This design comes from an exercise in tuning for small area, a short achievable clock period and few clock cycles on the open sky130 flow, not from production work.
Only simulation tests tie the RTL to the original design; equivalence was not proved.
Power figures rest on the tool's default switching activity, not on a simulated workload.

// link_rx
module link_rx (
    input  wire        clk,
    input  wire        rst,
    input  wire        in_valid,
    output wire        in_ready,
    input  wire [7:0]  in_data,
    input  wire        cmd_valid,
    output wire        cmd_ready,
    input  wire [7:0]  cmd_op,
    input  wire [7:0]  cmd_id,
    input  wire [31:0] cmd_region,
    input  wire [7:0]  cmd_size,
    output reg         rsp_valid,
    output reg         rsp_bool,
    output wire [7:0]  rsp_val,
    output wire        mem_valid,
    input  wire        mem_ready,
    output wire [31:0] mem_addr,
    output wire [7:0]  mem_data
);
For scale: ~3100 cells after synthesis, about 47000 um2 of cells after synthesis.
clock: 7.5 ns
lec_check: 0
abc_clock_period_in_ps: 2500
cap_margin: 20
core_margin: 2
core_utilization: 55
cts_cluster_diameter: 85
cts_cluster_size: 26
place_density: 0.7
setup_slack_margin: 4.8
slew_margin: 20
tns_end_percent: 100
standard.sh (not shown) runs the stock make flow with config.mk's settings and CLKGATE_MAP_FILE= SYNTH_SCRIPT=/design/flow/synth_recipe.tcl, a recipe that flattens the netlist after the stock synthesis.
==> flow/flow/run.sh <==
#!/bin/bash
# The standard layout (standard.sh, the standard flow's own ORFS flow) with two changes:
# - the ports are buffered with sky130_fd_sc_hd__buf_4 instead of the cell
#   buffer_ports picks by itself (a clkdlybuf4s50_1 delay cell); every port
#   still gets its buffer and timing repair may resize it afterwards;
# - clock tree synthesis adds no dummy loads (same clustering settings as
#   config.mk's CTS_CLUSTER_SIZE / CTS_CLUSTER_DIAMETER).
set -euo pipefail
export BUFFER_PORTS_ARGS="-buffer_cell sky130_fd_sc_hd__buf_4"
export CTS_ARGS="-sink_clustering_enable -repair_clock_nets -sink_clustering_size 26 -sink_clustering_max_diameter 85 -dont_use_dummy_load"
bash standard.sh finish > standard.log 2>&1
The starting point produced a clean layout.
Testbench counts at the start, summed over its fixed seeds: cycles 33,236.
==> next run, changes <==
- ABC_CLOCK_PERIOD_IN_PS: 2500 -> 2300
- SETUP_SLACK_MARGIN: 4.8 -> 5.0
Result:
- power is higher by 2.6%
- global-route usage goes up by 0.36 points
- clock skew is lower by 0.0040 ns
- routed wire length rises by 2.4%
==> next run, changes <==
- ABC_CLOCK_PERIOD_IN_PS: 2300 -> 2600
- CORE_UTILIZATION: 55 -> 62
- PLACE_DENSITY: 0.7 -> 0.75
- SETUP_SLACK_MARGIN: 5.0 -> 4.75
Combinational power went down by about 11%. Cell count falls by 5.5%. Non-clock buffer count went down by 59. Synthesized cell count stays the same. Worst setup slack improves by 0.033 ns.
==> next run, changes <==
- ABC_CLOCK_PERIOD_IN_PS: 2600 -> 2800
- CORE_UTILIZATION: 62 -> 55
- PLACE_DENSITY: 0.75 -> 0.7
- SETUP_SLACK_MARGIN: 4.75 -> 4.7
=>
- design area barely changes
- die area grows by roughly a tenth
- clock skew hardly moves
- total power grows slightly
- worst hold slack gets worse by 0.026 ns
- global-route usage shrinks by 3.1 points
- fmax shrinks slightly
==> next run, changes <==
- CORE_UTILIZATION: 55 -> 62
- PLACE_DENSITY: 0.7 -> 0.75
Result: Routed wire length came out lower slightly; via count came out higher slightly; area after synthesis stays the same; design area came out lower slightly; final cell count came out lower by a few percent; hold slack gets better by 0.018 ns; maximum frequency came out higher slightly; die area came out lower by roughly a tenth.

Setup of job 104:
Starting RTL as in the previous note.
==> flow/config.mk <==
export PLATFORM = sky130hd
export DESIGN_NAME = link_rx
export DESIGN_NICKNAME = link_rx
export VERILOG_FILES = /design/flow/design.v
export SDC_FILE = /design/flow/constraint.sdc
export NUM_CORES = 4
export LEC_CHECK = 0
export ABC_CLOCK_PERIOD_IN_PS = 2800
export CAP_MARGIN = 20
export CORE_MARGIN = 2
export CORE_UTILIZATION = 64
export CTS_CLUSTER_DIAMETER = 85
export CTS_CLUSTER_SIZE = 26
export PLACE_DENSITY = 0.72
export SETUP_SLACK_MARGIN = 4.7
export SLEW_MARGIN = 20
export TNS_END_PERCENT = 100
==> flow/constraint.sdc <==
create_clock -name core_clock -period 7.5 [get_ports {clk}]
set_input_delay 1.5000 -clock core_clock [delete_from_list [all_inputs] [get_ports {clk}]]
set_output_delay 1.5000 -clock core_clock [all_outputs]
set_load 0.01 [all_outputs]
Scripts as last shown in full above: flow/flow/run.sh
Job 104 ran to completion and came out clean on the timing, DRC and antenna checks.
Testbench counts of job 104, summed over its fixed seeds: cycles 33,236.
The inputs of job 101 differ from those of job 104 as listed below.
# job 104
export LEC_CHECK = 0
export ABC_CLOCK_PERIOD_IN_PS = 2800
export CAP_MARGIN = 20
export CORE_MARGIN = 2
export CORE_UTILIZATION = 64
export CTS_CLUSTER_DIAMETER = 85
export CTS_CLUSTER_SIZE = 26
export PLACE_DENSITY = 0.72
export SETUP_SLACK_MARGIN = 4.7
export SLEW_MARGIN = 20
export TNS_END_PERCENT = 100
create_clock -name core_clock -period 7.5 [get_ports {clk}]
# job 101
export LEC_CHECK = 0
export ABC_CLOCK_PERIOD_IN_PS = 2800
export CAP_MARGIN = 20
export CORE_MARGIN = 2
export CORE_UTILIZATION = 62
export CTS_CLUSTER_DIAMETER = 85
export CTS_CLUSTER_SIZE = 26
export PLACE_DENSITY = 0.78
export SETUP_SLACK_MARGIN = 4.7
export SLEW_MARGIN = 20
export TNS_END_PERCENT = 100
create_clock -name core_clock -period 7.5 [get_ports {clk}]
Notes after the runs:
- On final non-filler cell total, job 101 and job 104 are basically level.
- When job 101 is measured against job 104, its fraction of met1 tracks used by global routing turns out 4.7 points lower.
- The via-per-instance ratio of job 101 and that of job 104 are within noise of each other.
- Job 101 vs job 104, highest attainable clock frequency went up by 0.43%.

[afterwards: timing with drivers on the ports]
In the flow no input, the clock included, has a driving cell. The finished layouts below were timed again as built, in two steps. Step 1 assumes that a clkbuf_16 drives the clock port and a buf_2 every other input. Step 2 also shifts input and output timing later by t, the mid clock arrival at the registers, as if the neighbouring blocks saw the same clock. Three values: no drivers, after step 1, after step 2; two values: the first two.
run	shift t [ns]	setup slack, ns	worst setup path after step 2	worst data-port slew with drivers (ns)
the first run of note 1	0.685	4.725 / 4.659 / 4.213	input to register	0.05
the second run of note 1	0.682	4.715 / 4.651 / 4.337	input to register	0.05
the third run of note 1	0.677	4.748 / 4.678 / 4.248	input to register	0.05
the fourth run of note 1	0.688	4.730 / 4.668 / 4.095	input to register	0.04
the fifth run of note 1	0.684	4.740 / 4.674 / 4.243	input to register	0.05
job 104	0.684	4.706 / 4.652 / 4.264	input to register	0.05
job 101	0.685	4.718 / 4.656 / 4.263	input to register	0.05
After both steps every run listed still meets setup and hold. For the fourth run of note 1, which loses most, drivers alone change the setup slack by -0.062 ns; drivers and shift together by -0.635 ns.
